Background: an optimization exercise with open tools, aiming at small area, a short achievable clock period and few clock cycles per item. Do not read the settings as production practice.
Function was checked by simulation only, so behaviour that the tests miss may differ from the original.
Power figures rest on the tool's default switching activity, not on a simulated workload.

`design/flow/flow/run.sh`:
```
#!/bin/bash
# The standard layout, with two changes to how the cells are sized:
#  - the port buffers are made from the smallest buffer cell (buf_1);
#  - the pins of each header bit sit side by side (flow/io.tcl);
#  - clock tree synthesis adds no dummy loads;
#  - the port buffers of the CRC and check outputs are buf_4 (flow/outbuf.tcl);
#  - after floorplan, every combinational cell is set to the smallest drive
#    strength of its footprint, so that the later timing repair sizes up
#    only what the timing needs.
# Each tool's output goes to a log of its own in the work folder.
set -euo pipefail
cd "$(dirname "$0")/.."
W=$PWD
R=$W/orfs/results/${FLOW_PLATFORM:-sky130hd}/dtl_hdr_codec/base
PB="BUFFER_PORTS_ARGS=-buffer_cell sky130_fd_sc_hd__buf_1"
IO="PRE_IO_PLACEMENT_TCL=$W/flow/io.tcl"
CTS="CTS_ARGS=-sink_clustering_enable -repair_clock_nets -dont_use_dummy_load"
bash standard.sh "$PB" "$IO" floorplan > flow_make_floorplan.log 2>&1
RESULTS=$R openroad -no_init -exit flow/downsize.tcl > flow_downsize.log 2>&1
bash standard.sh "$PB" "$IO" place > flow_make_place.log 2>&1
RESULTS=$R openroad -no_init -exit flow/outbuf.tcl > flow_outbuf.log 2>&1
bash standard.sh "$PB" "$IO" "$CTS" finish > flow_make_finish.log 2>&1
```
`design/flow/flow/downsize.tcl`:
```
# Set every combinational cell of 2_floorplan.odb to the smallest drive
# strength (_1) of its footprint. Registers, clock cells and tie cells stay.
set lib $::env(FLOW_HOME)/platforms/sky130hd/lib/sky130_fd_sc_hd__tt_025C_1v80.lib
read_liberty $lib
read_db $::env(RESULTS)/2_floorplan.odb
set db [ord::get_db]
set n 0
foreach inst [[ord::get_db_block] getInsts] {
  set m [[$inst getMaster] getName]
  if {![regexp {^(sky130_fd_sc_hd__[a-z0-9]+)_([0-9]+)$} $m -> base size]} { continue }
  if {$size == 1} { continue }
  if {[regexp {__(df|sdf|edf|dl|clk|conb|tap|fill|decap|diode|probe|lpflow)} $base]} { continue }
  set target ${base}_1
  set tm [$db findMaster $target]
  if {$tm == "NULL" || $tm == ""} { continue }
  puts "downsize [$inst getName] $m -> $target"
  $inst swapMaster $tm
  incr n
}
puts "downsized $n cells"
write_db $::env(RESULTS)/2_floorplan.odb
```
`design/flow/flow/io.tcl`:
```
# Pin order: each header bit's sample sign, field input and both outputs side
# by side, bits in order around the die, in the middle part of each edge.
set_io_pin_constraint -group -order -region bottom:60-240 -pin_names {hdr_in[7] b_plen[11] hdr_out[0] r_plen[11] hdr_in[15] b_plen[10] hdr_out[1] r_plen[10] hdr_in[23] b_plen[9] hdr_out[2] r_plen[9] hdr_in[31] b_plen[8] hdr_out[3] r_plen[8] hdr_in[39] b_plen[7] hdr_out[4] r_plen[7] hdr_in[47] b_plen[6] hdr_out[5] r_plen[6] hdr_in[55] b_plen[5] hdr_out[6] r_plen[5] hdr_in[63] b_plen[4] hdr_out[7] r_plen[4] hdr_in[71] b_plen[3] hdr_out[8] r_plen[3] hdr_in[79] b_plen[2] hdr_out[9] r_plen[2] hdr_in[87] b_plen[1] hdr_out[10] r_plen[1] hdr_in[95] b_plen[0] hdr_out[11] r_plen[0] hdr_in[103] b_seq[11] hdr_out[12] r_seq[11] hdr_in[111] b_seq[10] hdr_out[13] r_seq[10] hdr_in[119] b_seq[9] hdr_out[14] r_seq[9] hdr_in[127] b_seq[8] hdr_out[15] r_seq[8] hdr_in[135] b_seq[7] hdr_out[16] r_seq[7] hdr_in[143] b_seq[6] hdr_out[17] r_seq[6] hdr_in[151] b_seq[5] hdr_out[18] r_seq[5] hdr_in[159] b_seq[4] hdr_out[19] r_seq[4] hdr_in[167] b_seq[3] hdr_out[20] r_seq[3] hdr_in[679] hdr_out[84] hdr_in[687] hdr_out[85] hdr_in[695] hdr_out[86] cmd_op cmd_scr_en}
set_io_pin_constraint -group -order -region right:60-240 -pin_names {hdr_in[175] b_seq[2] hdr_out[21] r_seq[2] hdr_in[183] b_seq[1] hdr_out[22] r_seq[1] hdr_in[191] b_seq[0] hdr_out[23] r_seq[0] hdr_in[199] b_mod[3] hdr_out[24] r_mod[3] hdr_in[207] b_mod[2] hdr_out[25] r_mod[2] hdr_in[215] b_mod[1] hdr_out[26] r_mod[1] hdr_in[223] b_mod[0] hdr_out[27] r_mod[0] hdr_in[231] b_fec[3] hdr_out[28] r_fec[3] hdr_in[239] b_fec[2] hdr_out[29] r_fec[2] hdr_in[247] b_fec[1] hdr_out[30] r_fec[1] hdr_in[255] b_fec[0] hdr_out[31] r_fec[0] hdr_in[263] b_flen[7] hdr_out[32] r_flen[7] hdr_in[271] b_flen[6] hdr_out[33] r_flen[6] hdr_in[279] b_flen[5] hdr_out[34] r_flen[5] hdr_in[287] b_flen[4] hdr_out[35] r_flen[4] hdr_in[295] b_flen[3] hdr_out[36] r_flen[3] hdr_in[303] b_flen[2] hdr_out[37] r_flen[2] hdr_in[311] b_flen[1] hdr_out[38] r_flen[1] hdr_in[319] b_flen[0] hdr_out[39] r_flen[0] hdr_in[327] b_cwid[7] hdr_out[40] r_cwid[7] hdr_in[335] b_cwid[6] hdr_out[41] r_cwid[6] hdr_in[703] hdr_out[87] hdr_in[711] hdr_out[88] hdr_in[719] hdr_out[89] cmd_valid rst}
set_io_pin_constraint -group -order -region top:60-240 -pin_names {hdr_in[343] b_cwid[5] hdr_out[42] r_cwid[5] hdr_in[351] b_cwid[4] hdr_out[43] r_cwid[4] hdr_in[359] b_cwid[3] hdr_out[44] r_cwid[3] hdr_in[367] b_cwid[2] hdr_out[45] r_cwid[2] hdr_in[375] b_cwid[1] hdr_out[46] r_cwid[1] hdr_in[383] b_cwid[0] hdr_out[47] r_cwid[0] hdr_in[391] b_off[13] hdr_out[48] r_off[13] hdr_in[399] b_off[12] hdr_out[49] r_off[12] hdr_in[407] b_off[11] hdr_out[50] r_off[11] hdr_in[415] b_off[10] hdr_out[51] r_off[10] hdr_in[423] b_off[9] hdr_out[52] r_off[9] hdr_in[431] b_off[8] hdr_out[53] r_off[8] hdr_in[439] b_off[7] hdr_out[54] r_off[7] hdr_in[447] b_off[6] hdr_out[55] r_off[6] hdr_in[455] b_off[5] hdr_out[56] r_off[5] hdr_in[463] b_off[4] hdr_out[57] r_off[4] hdr_in[471] b_off[3] hdr_out[58] r_off[3] hdr_in[479] b_off[2] hdr_out[59] r_off[2] hdr_in[487] b_off[1] hdr_out[60] r_off[1] hdr_in[495] b_off[0] hdr_out[61] r_off[0] hdr_in[503] b_short[13] hdr_out[62] r_short[13] hdr_in[727] hdr_out[90] hdr_in[735] hdr_out[91] hdr_in[743] hdr_out[92] clk res_ok}
set_io_pin_constraint -group -order -region left:60-240 -pin_names {hdr_in[511] b_short[12] hdr_out[63] r_short[12] hdr_in[519] b_short[11] hdr_out[64] r_short[11] hdr_in[527] b_short[10] hdr_out[65] r_short[10] hdr_in[535] b_short[9] hdr_out[66] r_short[9] hdr_in[543] b_short[8] hdr_out[67] r_short[8] hdr_in[551] b_short[7] hdr_out[68] r_short[7] hdr_in[559] b_short[6] hdr_out[69] r_short[6] hdr_in[567] b_short[5] hdr_out[70] r_short[5] hdr_in[575] b_short[4] hdr_out[71] r_short[4] hdr_in[583] b_short[3] hdr_out[72] r_short[3] hdr_in[591] b_short[2] hdr_out[73] r_short[2] hdr_in[599] b_short[1] hdr_out[74] r_short[1] hdr_in[607] b_short[0] hdr_out[75] r_short[0] hdr_in[615] b_emod[3] hdr_out[76] r_emod[3] hdr_in[623] b_emod[2] hdr_out[77] r_emod[2] hdr_in[631] b_emod[1] hdr_out[78] r_emod[1] hdr_in[639] b_emod[0] hdr_out[79] r_emod[0] hdr_in[647] b_efec[3] hdr_out[80] r_efec[3] hdr_in[655] b_efec[2] hdr_out[81] r_efec[2] hdr_in[663] b_efec[1] hdr_out[82] r_efec[1] hdr_in[671] b_efec[0] hdr_out[83] r_efec[0] hdr_in[751] hdr_out[93] hdr_in[759] hdr_out[94] hdr_in[767] hdr_out[95] res_valid cmd_ready}
```
`design/flow/flow/outbuf.tcl`:
```
# Give the output ports fed from the CRC / check registers a buf_4 as their
# port buffer (buffer_ports made them buf_1): those registers sit by the CRC
# network, far from their pins.
set lib $::env(FLOW_HOME)/platforms/sky130hd/lib/sky130_fd_sc_hd__tt_025C_1v80.lib
read_liberty $lib
read_db $::env(RESULTS)/3_place.odb
set db [ord::get_db]
set block [ord::get_db_block]
set m4 [$db findMaster sky130_fd_sc_hd__buf_4]
set ports {res_ok}
for {set k 88} {$k < 96} {incr k} { lappend ports "hdr_out\[$k\]" }
foreach p $ports {
  set bt [$block findBTerm $p]
  if {$bt == "NULL"} { continue }
  set net [$bt getNet]
  foreach it [$net getITerms] {
    set inst [$it getInst]
    set mn [[$inst getMaster] getName]
    if {[$it isOutputSignal] && [string match "sky130_fd_sc_hd__buf_*" $mn]} {
      puts "upsize [$inst getName] $mn -> sky130_fd_sc_hd__buf_4 (drives $p)"
      $inst swapMaster $m4
    }
  }
}
write_db $::env(RESULTS)/3_place.odb
```
`design/flow/standard.sh`:
```
#!/bin/bash
# synth_recipe.tcl (not shown) runs the flow's synth.tcl, then flattens the netlist and writes it again
# the make line also repeats each setting of config.mk as NAME=value (left out here)
make -C /OpenROAD-flow-scripts/flow DESIGN_CONFIG=/design/flow/config.mk WORK_HOME=/design/flow/orfs CLKGATE_MAP_FILE= SYNTH_SCRIPT=/design/flow/synth_recipe.tcl "${@:-finish}"
```
`design/flow/config.mk`:
```
export PLATFORM = sky130hd
export DESIGN_NAME = dtl_hdr_codec
export DESIGN_NICKNAME = dtl_hdr_codec
export VERILOG_FILES = /design/flow/design.v
export SDC_FILE = /design/flow/constraint.sdc
export NUM_CORES = 4
export LEC_CHECK = 0
export CAP_MARGIN = 20
export CORE_AREA = 10 10 290 290
export DIE_AREA = 0 0 300 300
export SETUP_SLACK_MARGIN = 2.9
export SLEW_MARGIN = 20
export SYNTH_HIERARCHICAL = 1
export SYNTH_MINIMUM_KEEP_SIZE = 0
export TNS_END_PERCENT = 30
```
`design/flow/constraint.sdc`:
```
create_clock -name core_clock -period 5.0 [get_ports {clk}]
set_input_delay 1.0000 -clock core_clock [delete_from_list [all_inputs] [get_ports {clk}]]
set_output_delay 1.0000 -clock core_clock [all_outputs]
set_load 0.01 [all_outputs]
```
`design/flow/design.v`:
```
module dtl_hdr_codec (
    input  wire         clk,
    input  wire         rst,
    input  wire         cmd_valid,
    output wire         cmd_ready,
    input  wire         cmd_op,        
    input  wire         cmd_scr_en,    
    input  wire [11:0]  b_plen,
    input  wire [11:0]  b_seq,
    input  wire [3:0]   b_mod,
    input  wire [3:0]   b_fec,
    input  wire [7:0]   b_flen,
    input  wire [7:0]   b_cwid,
    input  wire [13:0]  b_off,
    input  wire [13:0]  b_short,
    input  wire [3:0]   b_emod,
    input  wire [3:0]   b_efec,
    input  wire [767:0] hdr_in,
    output wire         res_valid,
    output wire [95:0]  hdr_out,       
    output wire         res_ok,        
    output wire [11:0]  r_plen,
    output wire [11:0]  r_seq,
    output wire [3:0]   r_mod,
    output wire [3:0]   r_fec,
    output wire [7:0]   r_flen,
    output wire [7:0]   r_cwid,
    output wire [13:0]  r_off,
    output wire [13:0]  r_short,
    output wire [3:0]   r_emod,
    output wire [3:0]   r_efec
);
    localparam HB = 96;
    localparam [95:0] SCR_SEQ = 96'h542de72b306d746440934f70;
    localparam [7:0]  SCR_CRC = 8'h85;
    reg [HB-1:0] body_bits;    
    reg [HB-1:0] sign_bits;    
    integer k;
    always @* begin
        body_bits = {HB{1'b0}};
        for (k = 0; k < 12; k = k + 1) body_bits[ 0 + k] = b_plen [11 - k];
        for (k = 0; k < 12; k = k + 1) body_bits[12 + k] = b_seq  [11 - k];
        for (k = 0; k < 4;  k = k + 1) body_bits[24 + k] = b_mod  [3 - k];
        for (k = 0; k < 4;  k = k + 1) body_bits[28 + k] = b_fec  [3 - k];
        for (k = 0; k < 8;  k = k + 1) body_bits[32 + k] = b_flen [7 - k];
        for (k = 0; k < 8;  k = k + 1) body_bits[40 + k] = b_cwid [7 - k];
        for (k = 0; k < 14; k = k + 1) body_bits[48 + k] = b_off  [13 - k];
        for (k = 0; k < 14; k = k + 1) body_bits[62 + k] = b_short[13 - k];
        for (k = 0; k < 4;  k = k + 1) body_bits[76 + k] = b_emod [3 - k];
        for (k = 0; k < 4;  k = k + 1) body_bits[80 + k] = b_efec [3 - k];
    end
    always @* begin
        for (k = 0; k < HB; k = k + 1) sign_bits[k] = hdr_in[8*k + 7];
    end
    assign cmd_ready = 1'b1;
    reg          a_v;
    reg [HB-1:0] a_y;
    wire [83:0] a_m;
    wire [HB-1:0] a_d;
    genvar gi;
    generate
        for (gi = 0; gi < 84; gi = gi + 1) begin : g_sel
            dtl_mux2 u_m (.s(cmd_op), .a(body_bits[gi]), .b(sign_bits[gi]), .y(a_m[gi]));
            if (SCR_SEQ[gi]) begin : g_scr
                dtl_xor2 u_s (.a(a_m[gi]), .b(cmd_scr_en), .y(a_d[gi]));
            end else begin : g_pass
                assign a_d[gi] = a_m[gi];
            end
        end
    endgenerate
    assign a_d[95:84] = (cmd_op ? sign_bits[95:84] : 12'h000) ^ (cmd_scr_en ? SCR_SEQ[95:84] : 12'h000);
    reg          a_bc;          
    always @(posedge clk) begin
        if (rst) a_v <= 1'b0;
        else     a_v <= cmd_valid;
        a_y  <= a_d;
        a_bc <= !cmd_op && cmd_scr_en;
    end
    wire n0;
    dtl_xor2 u_n0 (.a(a_y[24]), .b(a_y[3]), .y(n0));
    wire n1;
    dtl_xor2 u_n1 (.a(a_y[25]), .b(a_y[39]), .y(n1));
    wire n2;
    dtl_xor2 u_n2 (.a(a_y[59]), .b(a_y[75]), .y(n2));
    wire n3;
    dtl_xor2 u_n3 (.a(a_y[26]), .b(a_y[40]), .y(n3));
    wire n4;
    dtl_xor2 u_n4 (.a(a_y[22]), .b(a_y[70]), .y(n4));
    wire n5;
    dtl_xor2 u_n5 (.a(a_y[35]), .b(a_y[48]), .y(n5));
    wire n6;
    dtl_xor2 u_n6 (.a(a_y[13]), .b(a_y[27]), .y(n6));
    wire n7;
    dtl_xor2 u_n7 (.a(a_y[5]), .b(a_y[6]), .y(n7));
    wire n8;
    dtl_xor2 u_n8 (.a(a_y[43]), .b(a_y[58]), .y(n8));
    wire n9;
    dtl_xor2 u_n9 (.a(a_y[21]), .b(a_y[71]), .y(n9));
    wire n10;
    dtl_xor2 u_n10 (.a(a_y[53]), .b(a_y[74]), .y(n10));
    wire n11;
    dtl_xor2 u_n11 (.a(a_y[42]), .b(a_y[73]), .y(n11));
    wire n12;
    dtl_xor2 u_n12 (.a(a_y[36]), .b(a_y[4]), .y(n12));
    wire n13;
    dtl_xor2 u_n13 (.a(a_y[38]), .b(a_y[57]), .y(n13));
    wire n14;
    dtl_xor2 u_n14 (.a(a_y[1]), .b(a_y[37]), .y(n14));
    wire n15;
    dtl_xor2 u_n15 (.a(a_y[41]), .b(a_y[72]), .y(n15));
    wire n16;
    dtl_xor2 u_n16 (.a(a_y[0]), .b(a_y[2]), .y(n16));
    wire n17;
    dtl_xor2 u_n17 (.a(a_y[44]), .b(a_y[7]), .y(n17));
    wire n18;
    dtl_xor2 u_n18 (.a(a_y[23]), .b(a_y[83]), .y(n18));
    wire n19;
    dtl_xor2 u_n19 (.a(a_y[34]), .b(a_y[69]), .y(n19));
    wire n20;
    dtl_xor2 u_n20 (.a(a_y[20]), .b(a_y[81]), .y(n20));
    wire n21;
    dtl_xor2 u_n21 (.a(a_bc), .b(a_y[19]), .y(n21));
    wire n22;
    dtl_xor2 u_n22 (.a(a_y[16]), .b(a_y[84]), .y(n22));
    wire n23;
    dtl_xor2 u_n23 (.a(a_y[10]), .b(a_y[30]), .y(n23));
    wire n24;
    dtl_xor2 u_n24 (.a(a_y[23]), .b(a_y[52]), .y(n24));
    wire n25;
    dtl_xor2 u_n25 (.a(a_y[55]), .b(a_y[66]), .y(n25));
    wire n26;
    dtl_xor2 u_n26 (.a(a_y[12]), .b(a_y[80]), .y(n26));
    wire n27;
    dtl_xor2 u_n27 (.a(a_y[68]), .b(a_y[79]), .y(n27));
    wire n28;
    dtl_xor2 u_n28 (.a(a_y[15]), .b(a_y[82]), .y(n28));
    wire n29;
    dtl_xor2 u_n29 (.a(a_y[62]), .b(a_y[86]), .y(n29));
    wire n30;
    dtl_xor2 u_n30 (.a(a_y[50]), .b(a_y[54]), .y(n30));
    wire n31;
    dtl_xor2 u_n31 (.a(a_y[18]), .b(a_y[85]), .y(n31));
    wire n32;
    dtl_xor2 u_n32 (.a(a_y[29]), .b(a_y[77]), .y(n32));
    wire n33;
    dtl_xor2 u_n33 (.a(a_y[14]), .b(a_y[61]), .y(n33));
    wire n34;
    dtl_xor2 u_n34 (.a(a_y[11]), .b(a_y[28]), .y(n34));
    wire n35;
    dtl_xor2 u_n35 (.a(a_y[17]), .b(a_y[69]), .y(n35));
    wire n36;
    dtl_xor2 u_n36 (.a(a_y[51]), .b(a_y[67]), .y(n36));
    wire n37;
    dtl_xor2 u_n37 (.a(a_y[46]), .b(a_y[9]), .y(n37));
    wire n38;
    dtl_xor2 u_n38 (.a(a_y[63]), .b(a_y[65]), .y(n38));
    wire n39;
    dtl_xor2 u_n39 (.a(a_y[32]), .b(a_y[78]), .y(n39));
    wire n40;
    dtl_xor2 u_n40 (.a(a_y[47]), .b(a_y[64]), .y(n40));
    wire n41;
    dtl_xor2 u_n41 (.a(a_y[33]), .b(a_y[87]), .y(n41));
    wire n42;
    dtl_xor2 u_n42 (.a(a_y[31]), .b(a_y[39]), .y(n42));
    wire n43;
    dtl_xor2 u_n43 (.a(a_y[49]), .b(a_y[8]), .y(n43));
    wire n44;
    dtl_xor2 u_n44 (.a(a_y[60]), .b(a_y[76]), .y(n44));
    wire n45;
    dtl_xor2 u_n45 (.a(a_y[67]), .b(a_y[80]), .y(n45));
    wire n46;
    dtl_xor2 u_n46 (.a(a_y[32]), .b(a_y[65]), .y(n46));
    wire n47;
    dtl_xor2 u_n47 (.a(a_y[13]), .b(a_y[82]), .y(n47));
    wire n48;
    dtl_xor2 u_n48 (.a(a_y[54]), .b(a_y[72]), .y(n48));
    wire n49;
    dtl_xor2 u_n49 (.a(a_y[45]), .b(a_y[88]), .y(n49));
    wire n50;
    dtl_xor2 u_n50 (.a(a_y[21]), .b(a_y[14]), .y(n50));
    wire n51;
    dtl_xor2 u_n51 (.a(a_y[1]), .b(a_y[40]), .y(n51));
    wire n52;
    dtl_xor2 u_n52 (.a(a_y[12]), .b(a_y[89]), .y(n52));
    wire n53;
    dtl_xor2 u_n53 (.a(a_y[68]), .b(a_y[41]), .y(n53));
    wire n54;
    dtl_xor2 u_n54 (.a(a_y[5]), .b(a_y[58]), .y(n54));
    wire n55;
    dtl_xor2 u_n55 (.a(a_y[33]), .b(a_y[73]), .y(n55));
    wire n56;
    dtl_xor2 u_n56 (.a(a_y[44]), .b(a_y[2]), .y(n56));
    wire n57;
    dtl_xor2 u_n57 (.a(a_y[49]), .b(a_y[35]), .y(n57));
    wire n58;
    dtl_xor2 u_n58 (.a(a_y[59]), .b(a_y[45]), .y(n58));
    wire n59;
    dtl_xor2 u_n59 (.a(a_y[56]), .b(a_y[47]), .y(n59));
    wire n60;
    dtl_xor2 u_n60 (.a(a_y[74]), .b(a_y[55]), .y(n60));
    wire n61;
    dtl_xor2 u_n61 (.a(a_y[37]), .b(a_y[42]), .y(n61));
    wire n62;
    dtl_xor2 u_n62 (.a(a_y[90]), .b(a_y[50]), .y(n62));
    wire n63;
    dtl_xor2 u_n63 (.a(a_y[62]), .b(a_y[78]), .y(n63));
    wire n64;
    dtl_xor2 u_n64 (.a(a_y[22]), .b(a_y[38]), .y(n64));
    wire n65;
    dtl_xor2 u_n65 (.a(a_y[51]), .b(a_y[60]), .y(n65));
    wire n66;
    dtl_xor2 u_n66 (.a(a_y[7]), .b(a_y[52]), .y(n66));
    wire n67;
    dtl_xor2 u_n67 (.a(a_y[43]), .b(a_y[27]), .y(n67));
    wire n68;
    dtl_xor2 u_n68 (.a(a_y[46]), .b(a_y[75]), .y(n68));
    wire n69;
    dtl_xor2 u_n69 (.a(a_y[4]), .b(a_y[77]), .y(n69));
    wire n70;
    dtl_xor2 u_n70 (.a(a_y[63]), .b(a_y[91]), .y(n70));
    wire n71;
    dtl_xor2 u_n71 (.a(a_y[85]), .b(a_y[56]), .y(n71));
    wire n72;
    dtl_xor2 u_n72 (.a(a_y[17]), .b(a_y[31]), .y(n72));
    wire n73;
    dtl_xor2 u_n73 (.a(a_y[28]), .b(a_y[76]), .y(n73));
    wire n74;
    dtl_xor2 u_n74 (.a(a_y[29]), .b(a_y[24]), .y(n74));
    wire n75;
    dtl_xor2 u_n75 (.a(a_y[92]), .b(a_y[84]), .y(n75));
    wire n76;
    dtl_xor2 u_n76 (.a(a_y[61]), .b(a_y[71]), .y(n76));
    wire n77;
    dtl_xor2 u_n77 (.a(a_y[9]), .b(a_y[45]), .y(n77));
    wire n78;
    dtl_xor2 u_n78 (.a(a_y[81]), .b(a_y[30]), .y(n78));
    wire n79;
    dtl_xor2 u_n79 (.a(a_y[8]), .b(a_y[16]), .y(n79));
    wire n80;
    dtl_xor2 u_n80 (.a(a_y[70]), .b(a_y[0]), .y(n80));
    wire n81;
    dtl_xor2 u_n81 (.a(a_y[93]), .b(a_y[48]), .y(n81));
    wire n82;
    dtl_xor2 u_n82 (.a(a_y[26]), .b(a_y[94]), .y(n82));
    wire n83;
    dtl_xor2 u_n83 (.a(a_y[81]), .b(a_y[6]), .y(n83));
    wire n84;
    dtl_xor2 u_n84 (.a(a_y[57]), .b(a_y[64]), .y(n84));
    wire n85;
    dtl_xor2 u_n85 (.a(a_y[36]), .b(a_y[87]), .y(n85));
    wire n86;
    dtl_xor2 u_n86 (.a(a_y[86]), .b(a_y[11]), .y(n86));
    wire n87;
    dtl_xor2 u_n87 (.a(a_y[10]), .b(a_y[66]), .y(n87));
    wire n88;
    dtl_xor2 u_n88 (.a(a_y[53]), .b(a_y[18]), .y(n88));
    wire n89;
    dtl_xor2 u_n89 (.a(a_y[56]), .b(a_y[95]), .y(n89));
    wire n90;
    dtl_xor2 u_n90 (.a(n0), .b(n6), .y(n90));
    wire n91;
    dtl_xor2 u_n91 (.a(n10), .b(n8), .y(n91));
    wire n92;
    dtl_xor2 u_n92 (.a(n15), .b(n7), .y(n92));
    wire n93;
    dtl_xor2 u_n93 (.a(n13), .b(n16), .y(n93));
    wire n94;
    dtl_xor2 u_n94 (.a(n1), .b(n14), .y(n94));
    wire n95;
    dtl_xor2 u_n95 (.a(n12), .b(n3), .y(n95));
    wire n96;
    dtl_xor2 u_n96 (.a(n2), .b(n9), .y(n96));
    wire n97;
    dtl_xor2 u_n97 (.a(n11), .b(n5), .y(n97));
    wire n98;
    dtl_xor2 u_n98 (.a(n17), .b(n24), .y(n98));
    wire n99;
    dtl_xor2 u_n99 (.a(n33), .b(n4), .y(n99));
    wire n100;
    dtl_xor2 u_n100 (.a(n1), .b(n43), .y(n100));
    wire n101;
    dtl_xor2 u_n101 (.a(n35), .b(n39), .y(n101));
    wire n102;
    dtl_xor2 u_n102 (.a(n21), .b(n41), .y(n102));
    wire n103;
    dtl_xor2 u_n103 (.a(n19), .b(n20), .y(n103));
    wire n104;
    dtl_xor2 u_n104 (.a(n23), .b(n36), .y(n104));
    wire n105;
    dtl_xor2 u_n105 (.a(n25), .b(n37), .y(n105));
    wire n106;
    dtl_xor2 u_n106 (.a(n17), .b(n38), .y(n106));
    wire n107;
    dtl_xor2 u_n107 (.a(n26), .b(n40), .y(n107));
    wire n108;
    dtl_xor2 u_n108 (.a(n18), .b(n28), .y(n108));
    wire n109;
    dtl_xor2 u_n109 (.a(n0), .b(n34), .y(n109));
    wire n110;
    dtl_xor2 u_n110 (.a(n29), .b(n31), .y(n110));
    wire n111;
    dtl_xor2 u_n111 (.a(n30), .b(n32), .y(n111));
    wire n112;
    dtl_xor2 u_n112 (.a(n12), .b(n49), .y(n112));
    wire n113;
    dtl_xor2 u_n113 (.a(n21), .b(n51), .y(n113));
    wire n114;
    dtl_xor2 u_n114 (.a(n44), .b(n4), .y(n114));
    wire n115;
    dtl_xor2 u_n115 (.a(n47), .b(n48), .y(n115));
    wire n116;
    dtl_xor2 u_n116 (.a(n46), .b(n5), .y(n116));
    wire n117;
    dtl_xor2 u_n117 (.a(n45), .b(n50), .y(n117));
    wire n118;
    dtl_xor2 u_n118 (.a(n52), .b(n55), .y(n118));
    wire n119;
    dtl_xor2 u_n119 (.a(n53), .b(n56), .y(n119));
    wire n120;
    dtl_xor2 u_n120 (.a(a_y[3]), .b(n54), .y(n120));
    wire n121;
    dtl_xor2 u_n121 (.a(n57), .b(n20), .y(n121));
    wire n122;
    dtl_xor2 u_n122 (.a(n61), .b(n59), .y(n122));
    wire n123;
    dtl_xor2 u_n123 (.a(n64), .b(n9), .y(n123));
    wire n124;
    dtl_xor2 u_n124 (.a(n44), .b(n22), .y(n124));
    wire n125;
    dtl_xor2 u_n125 (.a(n58), .b(n62), .y(n125));
    wire n126;
    dtl_xor2 u_n126 (.a(n19), .b(n16), .y(n126));
    wire n127;
    dtl_xor2 u_n127 (.a(n63), .b(n60), .y(n127));
    wire n128;
    dtl_xor2 u_n128 (.a(n18), .b(n27), .y(n128));
    wire n129;
    dtl_xor2 u_n129 (.a(n65), .b(n22), .y(n129));
    wire n130;
    dtl_xor2 u_n130 (.a(n66), .b(n72), .y(n130));
    wire n131;
    dtl_xor2 u_n131 (.a(n68), .b(n71), .y(n131));
    wire n132;
    dtl_xor2 u_n132 (.a(n13), .b(n70), .y(n132));
    wire n133;
    dtl_xor2 u_n133 (.a(n67), .b(n69), .y(n133));
    wire n134;
    dtl_xor2 u_n134 (.a(a_y[15]), .b(n76), .y(n134));
    wire n135;
    dtl_xor2 u_n135 (.a(n73), .b(n74), .y(n135));
    wire n136;
    dtl_xor2 u_n136 (.a(n75), .b(n7), .y(n136));
    wire n137;
    dtl_xor2 u_n137 (.a(n78), .b(n80), .y(n137));
    wire n138;
    dtl_xor2 u_n138 (.a(n2), .b(a_y[79]), .y(n138));
    wire n139;
    dtl_xor2 u_n139 (.a(n77), .b(n81), .y(n139));
    wire n140;
    dtl_xor2 u_n140 (.a(n79), .b(n3), .y(n140));
    wire n141;
    dtl_xor2 u_n141 (.a(n82), .b(n42), .y(n141));
    wire n142;
    dtl_xor2 u_n142 (.a(n83), .b(n86), .y(n142));
    wire n143;
    dtl_xor2 u_n143 (.a(n84), .b(n15), .y(n143));
    wire n144;
    dtl_xor2 u_n144 (.a(n85), .b(n4), .y(n144));
    wire n145;
    dtl_xor2 u_n145 (.a(n87), .b(n14), .y(n145));
    wire n146;
    dtl_xor2 u_n146 (.a(n27), .b(n42), .y(n146));
    wire n147;
    dtl_xor2 u_n147 (.a(n88), .b(n89), .y(n147));
    wire n148;
    dtl_xor2 u_n148 (.a(n100), .b(n91), .y(n148));
    wire n149;
    dtl_xor2 u_n149 (.a(n108), .b(n95), .y(n149));
    wire n150;
    dtl_xor2 u_n150 (.a(n106), .b(n91), .y(n150));
    wire n151;
    dtl_xor2 u_n151 (.a(n102), .b(n90), .y(n151));
    wire n152;
    dtl_xor2 u_n152 (.a(n92), .b(n94), .y(n152));
    wire n153;
    dtl_xor2 u_n153 (.a(n93), .b(n98), .y(n153));
    wire n154;
    dtl_xor2 u_n154 (.a(n105), .b(n96), .y(n154));
    wire n155;
    dtl_xor2 u_n155 (.a(n104), .b(n90), .y(n155));
    wire n156;
    dtl_xor2 u_n156 (.a(n113), .b(n112), .y(n156));
    wire n157;
    dtl_xor2 u_n157 (.a(n103), .b(n117), .y(n157));
    wire n158;
    dtl_xor2 u_n158 (.a(n115), .b(n109), .y(n158));
    wire n159;
    dtl_xor2 u_n159 (.a(n93), .b(n116), .y(n159));
    wire n160;
    dtl_xor2 u_n160 (.a(n99), .b(n120), .y(n160));
    wire n161;
    dtl_xor2 u_n161 (.a(n118), .b(n111), .y(n161));
    wire n162;
    dtl_xor2 u_n162 (.a(n94), .b(n121), .y(n162));
    wire n163;
    dtl_xor2 u_n163 (.a(n126), .b(n127), .y(n163));
    wire n164;
    dtl_xor2 u_n164 (.a(n125), .b(n122), .y(n164));
    wire n165;
    dtl_xor2 u_n165 (.a(n124), .b(n123), .y(n165));
    wire n166;
    dtl_xor2 u_n166 (.a(n109), .b(n132), .y(n166));
    wire n167;
    dtl_xor2 u_n167 (.a(n129), .b(n99), .y(n167));
    wire n168;
    dtl_xor2 u_n168 (.a(n131), .b(n133), .y(n168));
    wire n169;
    dtl_xor2 u_n169 (.a(n130), .b(n97), .y(n169));
    wire n170;
    dtl_xor2 u_n170 (.a(n135), .b(n134), .y(n170));
    wire n171;
    dtl_xor2 u_n171 (.a(n95), .b(n136), .y(n171));
    wire n172;
    dtl_xor2 u_n172 (.a(n110), .b(n101), .y(n172));
    wire n173;
    dtl_xor2 u_n173 (.a(n107), .b(n11), .y(n173));
    wire n174;
    dtl_xor2 u_n174 (.a(n140), .b(n139), .y(n174));
    wire n175;
    dtl_xor2 u_n175 (.a(n110), .b(n138), .y(n175));
    wire n176;
    dtl_xor2 u_n176 (.a(n137), .b(n111), .y(n176));
    wire n177;
    dtl_xor2 u_n177 (.a(n97), .b(n101), .y(n177));
    wire n178;
    dtl_xor2 u_n178 (.a(n141), .b(n144), .y(n178));
    wire n179;
    dtl_xor2 u_n179 (.a(n142), .b(n143), .y(n179));
    wire n180;
    dtl_xor2 u_n180 (.a(n107), .b(n96), .y(n180));
    wire n181;
    dtl_xor2 u_n181 (.a(n145), .b(n97), .y(n181));
    wire n182;
    dtl_xor2 u_n182 (.a(n146), .b(n147), .y(n182));
    wire n183;
    dtl_xor2 u_n183 (.a(n159), .b(n156), .y(n183));
    wire n184;
    dtl_xor2 u_n184 (.a(n158), .b(n148), .y(n184));
    wire n185;
    dtl_xor2 u_n185 (.a(n114), .b(n157), .y(n185));
    wire n186;
    dtl_xor2 u_n186 (.a(n161), .b(n154), .y(n186));
    wire n187;
    dtl_xor2 u_n187 (.a(n162), .b(n119), .y(n187));
    wire n188;
    dtl_xor2 u_n188 (.a(n160), .b(n149), .y(n188));
    wire n189;
    dtl_xor2 u_n189 (.a(n92), .b(n163), .y(n189));
    wire n190;
    dtl_xor2 u_n190 (.a(n164), .b(n155), .y(n190));
    wire n191;
    dtl_xor2 u_n191 (.a(n149), .b(n165), .y(n191));
    wire n192;
    dtl_xor2 u_n192 (.a(n166), .b(n168), .y(n192));
    wire n193;
    dtl_xor2 u_n193 (.a(n167), .b(n169), .y(n193));
    wire n194;
    dtl_xor2 u_n194 (.a(n128), .b(n152), .y(n194));
    wire n195;
    dtl_xor2 u_n195 (.a(n170), .b(n153), .y(n195));
    wire n196;
    dtl_xor2 u_n196 (.a(n148), .b(n173), .y(n196));
    wire n197;
    dtl_xor2 u_n197 (.a(n171), .b(n172), .y(n197));
    wire n198;
    dtl_xor2 u_n198 (.a(n175), .b(n151), .y(n198));
    wire n199;
    dtl_xor2 u_n199 (.a(n174), .b(n150), .y(n199));
    wire n200;
    dtl_xor2 u_n200 (.a(n152), .b(n176), .y(n200));
    wire n201;
    dtl_xor2 u_n201 (.a(n177), .b(n155), .y(n201));
    wire n202;
    dtl_xor2 u_n202 (.a(n178), .b(n150), .y(n202));
    wire n203;
    dtl_xor2 u_n203 (.a(n154), .b(n179), .y(n203));
    wire n204;
    dtl_xor2 u_n204 (.a(n151), .b(n103), .y(n204));
    wire n205;
    dtl_xor2 u_n205 (.a(n180), .b(n182), .y(n205));
    wire n206;
    dtl_xor2 u_n206 (.a(n153), .b(n181), .y(n206));
    wire n207;
    dtl_xor2 u_n207 (.a(n184), .b(n183), .y(n207));
    wire n208;
    dtl_xor2 u_n208 (.a(n187), .b(n188), .y(n208));
    wire n209;
    dtl_xor2 u_n209 (.a(n189), .b(n191), .y(n209));
    wire n210;
    dtl_xor2 u_n210 (.a(n193), .b(n192), .y(n210));
    wire n211;
    dtl_xor2 u_n211 (.a(n195), .b(n197), .y(n211));
    wire n212;
    dtl_xor2 u_n212 (.a(n200), .b(n198), .y(n212));
    wire n213;
    dtl_xor2 u_n213 (.a(n202), .b(n201), .y(n213));
    wire n214;
    dtl_xor2 u_n214 (.a(n204), .b(n206), .y(n214));
    wire n215;
    dtl_xor2 u_n215 (.a(n207), .b(n185), .y(n215));
    wire n216;
    dtl_xor2 u_n216 (.a(n186), .b(n208), .y(n216));
    wire n217;
    dtl_xor2 u_n217 (.a(n209), .b(n190), .y(n217));
    wire n218;
    dtl_xor2 u_n218 (.a(n210), .b(n194), .y(n218));
    wire n219;
    dtl_xor2 u_n219 (.a(n211), .b(n196), .y(n219));
    wire n220;
    dtl_xor2 u_n220 (.a(n212), .b(n199), .y(n220));
    wire n221;
    dtl_xor2 u_n221 (.a(n203), .b(n213), .y(n221));
    wire n222;
    dtl_xor2 u_n222 (.a(n205), .b(n214), .y(n222));
    wire [7:0] t = {n222, n221, n220, n219, n218, n217, n216, n215};
    wire [3:0] ok_a;
    wire [1:0] ok_b;
    wire       ok;
    dtl_nor2  u_ok_a0 (.a(t[0]), .b(t[1]), .y(ok_a[0]));
    dtl_nor2  u_ok_a1 (.a(t[2]), .b(t[3]), .y(ok_a[1]));
    dtl_nor2  u_ok_a2 (.a(t[4]), .b(t[5]), .y(ok_a[2]));
    dtl_nor2  u_ok_a3 (.a(t[6]), .b(t[7]), .y(ok_a[3]));
    dtl_nand2 u_ok_b0 (.a(ok_a[0]), .b(ok_a[1]), .y(ok_b[0]));
    dtl_nand2 u_ok_b1 (.a(ok_a[2]), .b(ok_a[3]), .y(ok_b[1]));
    dtl_nor2  u_ok_c  (.a(ok_b[0]), .b(ok_b[1]), .y(ok));
    reg          b_v;
    reg [83:0]   b_y;
    reg          b_r85;         
    reg [7:0]    b_t;
    reg          b_ok;
    always @(posedge clk) begin
        if (rst) b_v <= 1'b0;
        else     b_v <= a_v;
        b_y   <= a_y[83:0];
        b_r85 <= a_y[85];
        b_t   <= t;
        b_ok  <= ok;
    end
    assign res_valid = b_v;
    assign hdr_out   = {b_t, 2'b00, b_r85, 1'b0, b_y};
    assign res_ok    = b_ok;
    genvar g;
    generate
        for (g = 0; g < 12; g = g + 1) begin : g_plen
            assign r_plen[11 - g] = b_y[ 0 + g];
            assign r_seq [11 - g] = b_y[12 + g];
        end
        for (g = 0; g < 4; g = g + 1) begin : g_id
            assign r_mod [3 - g] = b_y[24 + g];
            assign r_fec [3 - g] = b_y[28 + g];
            assign r_emod[3 - g] = b_y[76 + g];
            assign r_efec[3 - g] = b_y[80 + g];
        end
        for (g = 0; g < 8; g = g + 1) begin : g_byte
            assign r_flen[7 - g] = b_y[32 + g];
            assign r_cwid[7 - g] = b_y[40 + g];
        end
        for (g = 0; g < 14; g = g + 1) begin : g_wide
            assign r_off  [13 - g] = b_y[48 + g];
            assign r_short[13 - g] = b_y[62 + g];
        end
    endgenerate
endmodule
module dtl_mux2 (input wire s, input wire a, input wire b, output wire y);
    assign y = s ? b : a;
endmodule
module dtl_nor2 (input wire a, input wire b, output wire y);
    assign y = ~(a | b);
endmodule
module dtl_nand2 (input wire a, input wire b, output wire y);
    assign y = ~(a & b);
endmodule
module dtl_xor2 (input wire a, input wire b, output wire y);
    assign y = a ^ b;
endmodule
```
==> results of run 1 <==
modules after synthesis (local to each module, per instance):
| module | times used | cells |
|---|---|---|
| dtl_mux2 | 84 | 1 |
| dtl_nor2 | 5 | 1 |
| dtl_hdr_codec | 1 | 305 |
| dtl_nand2 | 2 | 1 |
| dtl_xor2 | 263 | 1 |
cells by family (layout without fill, tap and decap cells):
kind of cell,after synthesis,count (layout),share of synthesized area [%]
xor gates and xnor gates,267,267,28.3
buffers and inverters,91,400,8.27
DFF,193,193,46.7
muxes,84,84,15.2
other,2,12,0.0907
and+or+nand+nor,22,22,1.42
power groups by stage:
| stage | sequential [mW] | clock [mW] | combinational [mW] |
|---|---|---|---|
| after floorplan | 1.95 | 0 | 1.32 |
| after global placement | 2.05 | 0 | 1.81 |
| after detailed placement | 2.05 | 0 | 1.81 |
| after CTS | 2.03 | 1.20 | 2.00 |
| after global routing | 2.06 | 1.25 | 2.48 |
| final | 2.03 | 1.13 | 2.26 |
registers in the layout, indices dropped and copies added, names as in the netlist:
signal / cells
a_bc: 1
a_v: 1
a_y: 96
b_ok: 1
b_r85: 1
b_t: 8
b_v: 1
b_y: 84
stage by stage:
| stage | instances | power, mW | hold slack, ns | setup WS [ns] |
|---|---|---|---|---|
| floorplan | 661 | 3.27 | 0.349 | 3.13 |
| global placement | 1977 | 3.85 | 0.435 | 2.15 |
| detailed placement | 1977 | 3.85 | 0.445 | 2.15 |
| CTS | 2001 | 5.23 | 0.434 | 2.68 |
| global route | 2010 | 5.79 | 0.418 | 2.74 |
| finish | 2018 | 5.42 | 0.413 | 2.83 |
synthesized netlist by cell type (all sizes together):
| library cell | number |
|---|---|
| dfxtp | 193 |
| nor2b | 3 |
| nand2 | 6 |
| and2 | 8 |
| mux2 | 84 |
| xor2 | 263 |
| nor2 | 5 |
| conb | 2 |
| xnor2 | 4 |
| buf | 91 |
path summary, 6_finish.rpt:
check,end,slack [ns]
worst max-delay path,b_ok$_DFF_P_,2.83
worst min-delay path,b_y[50]$_DFF_P_,0.41
worst max register to register,b_ok$_DFF_P_,2.83
worst min register to register,b_y[50]$_DFF_P_,0.41
what timing repair did:
| item | CTS | global route |
|---|---|---|
| buffers inserted | 7 | 9 |
| setup endpoints to repair | 39 | 9 |
| pin swaps | 11 | 31 |
| gates resized for setup | 70 | 82 |
area by class of cell:
| class | count | area, sq um |
|---|---|---|
| Sequential cell | 193 | 4010 |
| Timing Repair Buffer | 383 | 1580 |
| Antenna cell | 8 | 20.0 |
| Clock buffer | 17 | 425 |
| Multi-Input combinational cell | 377 | 3880 |
| Fill cell | 8785 | 66400 |
| Tap cell | 1040 | 1300 |
layout by cell type, fill, tap and decap left out:
cell,instances
nor2b_1,3
and2_1,8
dfxtp_4,25
clkbuf_16,17
dfxtp_1,126
diode_2,8
nand2_1,6
clkbuf_4,1
dfxtp_2,42
mux2_1,84
xor2_4,14
buf_12,1
buf_1,351
nor2_1,4
xnor2_1,4
clkbuf_8,1
buf_4,29
conb_1,4
xor2_1,221
xor2_2,28
nor2_2,1
worst max-delay path, cell delays in order (launching register included):
cell	delay [ns]
dfxtp_2	0.45
xor2_2	0.29
xor2_1	0.21
xor2_1	0.23
xor2_1	0.23
xor2_1	0.24
xor2_1	0.22
nor2_1	0.07
nand2_1	0.08
nor2_1	0.04
routing by layer:
layer / track usage (%) / wire length (um) / up-vias
met4: 2.64 / 522 / 4
met5: 0 / 27 / -
met3: 2.82 / 2930 / 33
met1: 8.28 / 13800 / 2394
met2: 12.1 / 16100 / 251
li1: - / - / 2583
==> results.yml, run 1 <==
run_status:
  status: "finished clean"
synthesis:
  synth_top_area_share_pct: 46.7
  synthTopCellsByArea: "dfxtp_1 47%, xor2_1 28%, mux2_4 15%, buf_4 8.1%, and2_1 0.60%"
  synth_area_leader_cell: "dfxtp_1"
  synth_cell_types: 14
  yosysWarnings: 7
  yosysSeqAreaShare_pct: 46.7
  syn_inst: 659
  syn_avg_cell_area_sq_um: 12.6
  syn_area_sq_mm: 0.00828
  ys_ff_latch: 193
global_route:
  grt_pass1_wl_mm: 43.8
  grt_max_degree: 55
  antenna_found_initial: 10
  grtUsageTotal_pct: 7.25
  gr-total-overflow: 0
  grt_pass1_vias: 5780
worst_hold_path:
  hp-start: "a_y[50]$_DFF_P_"
  worstHoldPathType: "flop to flop"
  min_path_cells: 0
worst_setup_path:
  arrival_ns: 2.55
  cp-startpoint: "a_y[31]$_DFF_P_"
  ff2ff_path_depth: 9
  worst_setup_path_start_kind: "flop"
  path_class: "flop to flop"
  worstSetupEndpointType: "flop"
  required_ns: 5.38
  path_max_fanout: 3
  reg2reg_from: "a_y[31]$_DFF_P_"
power:
  net-switching-power_mw: 2.02
  clkPwrFrac_pct: 20.9
  seqPwrFrac_pct: 37.4
  power.density_mw_per_mm2: 483
  p_comb_share_pct: 41.7
  p_int_mw: 3.41
  switching_share_pct: 37.2
  p_leak_nw: 4.04
  ir_drop_mv: 0.272
clock_tree:
  insertion_delay_ns: 0.48
  cts_tree: "built"
  cts_max_level: 4
  clock_sinks: 193
  ctsHoldBuffers: 0
  cts_root_buf: "clkbuf_16"
  clockBufferDepth: 2
  cts_buffers: 17
  path_clk_slew_ns: 0.07
drt:
  wl_per_cell_um: 16.6
  via_count: 5265
  via_per_inst: 2.61
  firstDrtPassIters: 4
  totalWireLength_mm: 33.5
  drt_iter0_drc: 209
  final_antenna_net_count: 0
  drcViolationCount: 0
timing:
  maxSlewHeadroom_pct: 62.7
  setup_viol: 0
  maxSlewViolCount: 0
  skew_ns: 0.0238
  max_slew.worst_pin.slew_ns: 0.560
  fmax_mhz: 462
  final-hold-violation-count: 0
  rsz0062_at_grt: "true"
  fin_crit_sh_pct: 43.3
  final.setup.tns_ns: 0
  min_period_ns: 2.17
placed_design:
  place_area_sq_mm: 0.00997
  hpwl_mm: 28.7
  gp_congestion: 0.827
  port_buffers: 363
finish:
  fin_util_pct: 14.5
  syn2layout_area_growth_pct: 35.5
  layout-drive-gt1-share_pct: 16.4
  fin_area_sq_mm: 0.0112
  finalNetCount: 1829
floorplan:
  io_pins: 1040
  fp.dieArea_sq_mm: 0.0900
  start_util_pct: 10.7
  std_cell_rows: 102
  core-area_sq_mm: 0.0776
  fp.dieH_um: 300
  die_w_um: 300
flow_run:
  cap_viol_max_count: 0
Testbench counts, summed over its fixed seeds: cycles 976, items 960.
==> run 2: changes to the inputs <==
--- a/design/flow/config.mk
+++ b/design/flow/config.mk
@@ -10,2 +10,3 @@
 export DIE_AREA = 0 0 300 300
+export PLACE_DENSITY = 0.7
 export SETUP_SLACK_MARGIN = 2.9
==> results.yml, run 2 <==
global_route:
  grt_max_degree: 55
  grt_pass1_wl_mm: 42.9
  antenna_found_initial: 8
  grt_pass1_vias: 5682
  grtUsageTotal_pct: 7.15
  gr-total-overflow: 0
placed_design:
  gp_congestion: 0.848
  hpwl_mm: 28.8
  port_buffers: 363
power:
  net-switching-power_mw: 1.96
  p_comb_share_pct: 38.8
  clkPwrFrac_pct: 22.1
  seqPwrFrac_pct: 39.1
  power.density_mw_per_mm2: 472
  p_int_mw: 3.20
  ir_drop_mv: 0.294
  switching_share_pct: 38.0
  p_leak_nw: 3.96
worst_setup_path:
  worstSetupEndpointType: "flop"
  worst_setup_path_start_kind: "flop"
  arrival_ns: 2.57
  crit_cells: 9
  path_max_fanout: 3
  max_stage_delay_ns: 0.44
  crit_end: "b_ok$_DFF_P_"
  cp-startpoint: "a_y[2]$_DFF_P_"
  reg2reg_from: "a_y[2]$_DFF_P_"
  reg2reg_slack_ns: 2.81
  r2r-end: "b_ok$_DFF_P_"
  required_ns: 5.38
  ff2ff_path_depth: 9
  path_class: "flop to flop"
  crit_chain: "xor2_2, xor2_2, xor2_2, xor2_1, xor2_1, xor2_1, nor2_1, nand2_1, nor2_1"
  cp_num_buf_inv: 0
  cp_slowest_cell: "dfxtp_2"
  critPathTopFamily: "XOR/XNOR gates"
synthesis:
  synthFlopType: "dfxtp_1"
  synth_common_cells: "263 x xor2_1, 193 x dfxtp_1, 89 x buf_4"
  synthTopCellsByArea: "dfxtp_1 47%, xor2_1 28%, mux2_4 15%, buf_4 8.1%, and2_1 0.60%"
  synthArstFlopShare_pct: 0
  yosysSeqAreaShare_pct: 46.7
  yosysWarnings: 7
  syn_avg_cell_area_sq_um: 12.6
  synth_top_area_share_pct: 46.7
  ys_ff_latch: 193
  syn_inst: 659
  yosysMostFrequentCell: "xor2_1"
  synth_cell_types: 14
  synth_area_leader_cell: "dfxtp_1"
  synth_edf_count: 0
  syn_area_sq_mm: 0.00828
timing:
  setup_viol: 0
  min_period_ns: 2.19
  max_slew.worst_pin.slew_ns: 0.554
  fmax_mhz: 457
  final.setup.tns_ns: 0
  skew_ns: 0.0169
  maxSlewHeadroom_pct: 63.1
  final-hold-violation-count: 0
  maxSlewViolCount: 0
  holdWs_ns: 0.406
  fin_crit_sh_pct: 43.7
  rsz0062_at_grt: "true"
floorplan:
  io_pins: 1040
  fp.dieArea_sq_mm: 0.0900
  std_cell_rows: 102
  die_w_um: 300
  fp.dieH_um: 300
  core-area_sq_mm: 0.0776
  start_util_pct: 10.7
worst_hold_path:
  worstHoldPathType: "flop to flop"
  hp-start: "a_y[53]$_DFF_P_"
drt:
  via_per_inst: 2.58
  maxUsedRoutingLayer: "met5"
  wl_met3_mm: 3.26
  wl_per_cell_um: 16.6
  firstDrtPassIters: 4
  m1WireLength_mm: 13.3
  met2_length_mm: 15.8
  totalWireLength_mm: 33.2
  drcViolationCount: 0
  via_count: 5161
  final_antenna_net_count: 0
  drt_iter0_drc: 167
clock_tree:
  path_clk_slew_ns: 0.07
  clockBufferDepth: 2
  cts_max_level: 4
  cts_root_buf: "clkbuf_16"
  clock_sinks: 193
  insertion_delay_ns: 0.47
  cts_buffers: 17
  cts_tree: "built"
run_status:
  status: "finished clean"
finish:
  fin_util_pct: 14.1
  syn2layout_area_growth_pct: 32.0
  top_regs: "a_y (96), b_y (84), b_t (8)"
  layout-drive-gt1-share_pct: 14.4
  final_common_cell: "buf_1"
  largest-register: "a_y"
  finalNetCount: 1818
  largest_reg_flops: 96
  layout_common_cells: "351 x buf_1, 227 x xor2_1, 129 x dfxtp_1"
flow_run:
  cap_viol_max_count: 0
-- run 2: cell counts after synthesis --
Identical to the previous run, type by type.
-- run 2: stage by stage --
step / cells / instance area (sq um) / total power [mW] / worst slack (ns)
floorplan: 661 / 8290 / 3.27 / 3.13
global placement: 1976 / 9970 / 3.83 / 2.15
detailed placement: 1976 / 9970 / 3.86 / 2.12
CTS: 1996 / 10700 / 5.23 / 2.64
global route: 1999 / 10900 / 5.51 / 2.69
finish: 2001 / 10900 / 5.16 / 2.81
-- run 2: modules after synthesis (local to each module, per instance) --
| module | area [sq um] | flops+latches | times used |
|---|---|---|---|
| dtl_nand2 | 3.75 | 0 | 2 |
| dtl_hdr_codec | 4690 | 193 | 1 |
| dtl_xor2 | 8.76 | 0 | 263 |
| dtl_mux2 | 15.0 | 0 | 84 |
| dtl_nor2 | 3.75 | 0 | 5 |
-- run 2: worst min path at each step --
stage / endpoint / slack, ns / cells after the start
2_1_floorplan: b_y[20]$_DFF_P_ / 0.35 / 0
3_3_place_gp: b_y[39]$_DFF_P_ / 0.44 / 0
3_5_place_dp: b_y[39]$_DFF_P_ / 0.44 / 0
4_1_cts: b_y[25]$_DFF_P_ / 0.44 / 0
5_1_grt: b_y[53]$_DFF_P_ / 0.41 / 0
6_report: b_y[53]$_DFF_P_ / 0.41 / 0
-- run 2: power groups by stage --
stage / sequential, mW / clock, mW / combinational [mW]
floorplan: 1.95 / 0 / 1.32
global placement: 2.05 / 0 / 1.79
detailed placement: 2.05 / 0 / 1.81
CTS: 2.03 / 1.21 / 1.99
global route: 2.05 / 1.25 / 2.21
finish: 2.02 / 1.14 / 2.00
-- run 2: per-layer routing --
layer  track usage [%]  vias up
met3              3.39       38
met5                 0        -
met4              3.24        4
li1                  -     2560
met2              11.8      249
met1              7.66     2310
-- run 2: layout make-up --
cell class,instances,area (sq um)
diodes,2,5.00
well taps,1040,1300
clock buffers,17,425
multi-input cells,377,3750
fillers,8781,66700
flip-flops and latches,193,3970
repair buffers,372,1480
-- run 2: cell families after synthesis --
group / after synthesis / share of synthesized area [%]
xor+xnor: 267 / 28.3
flops: 193 / 46.7
buf+inv: 91 / 8.27
mux: 84 / 15.2
simple gates: 22 / 1.42
other cells: 2 / 0.0907
-- run 2: what timing repair did --
item,CTS,global route
endpoints found under the setup margin,49,22
hold buffers,0,0
setup buffers,3,3
gates resized for setup,71,48
pin swaps,10,13

==> separate check: timing with driven ports <==
The flow's constraints put no driver on any port. The routed layouts listed below were extracted and timed again, unchanged, in two steps. Step 1: set_driving_cell puts a clkbuf_16 on clk and a buf_2 on each other input, an assumption about the parent block. Step 2, shift: input delay + t, output delay - t, t = (earliest + latest rising clock arrival at the registers) / 2. This alone moves slack from input paths to output paths. a / b / c = no drivers / after step 1 / after step 2; a / b = the first two.
run | t (ns) | setup WS [ns] | clock arrival spread, ns
run 1 | 0.524 | 2.834 / 2.834 / 2.467 | 0.032 / 0.033
run 2 | 0.520 | 2.813 / 2.813 / 2.417 | 0.023 / 0.023
After both steps setup and hold are still met in every run listed. The setup slack of run 2, which loses most, moves by 0.000 ns with the drivers and by -0.396 ns with both steps.
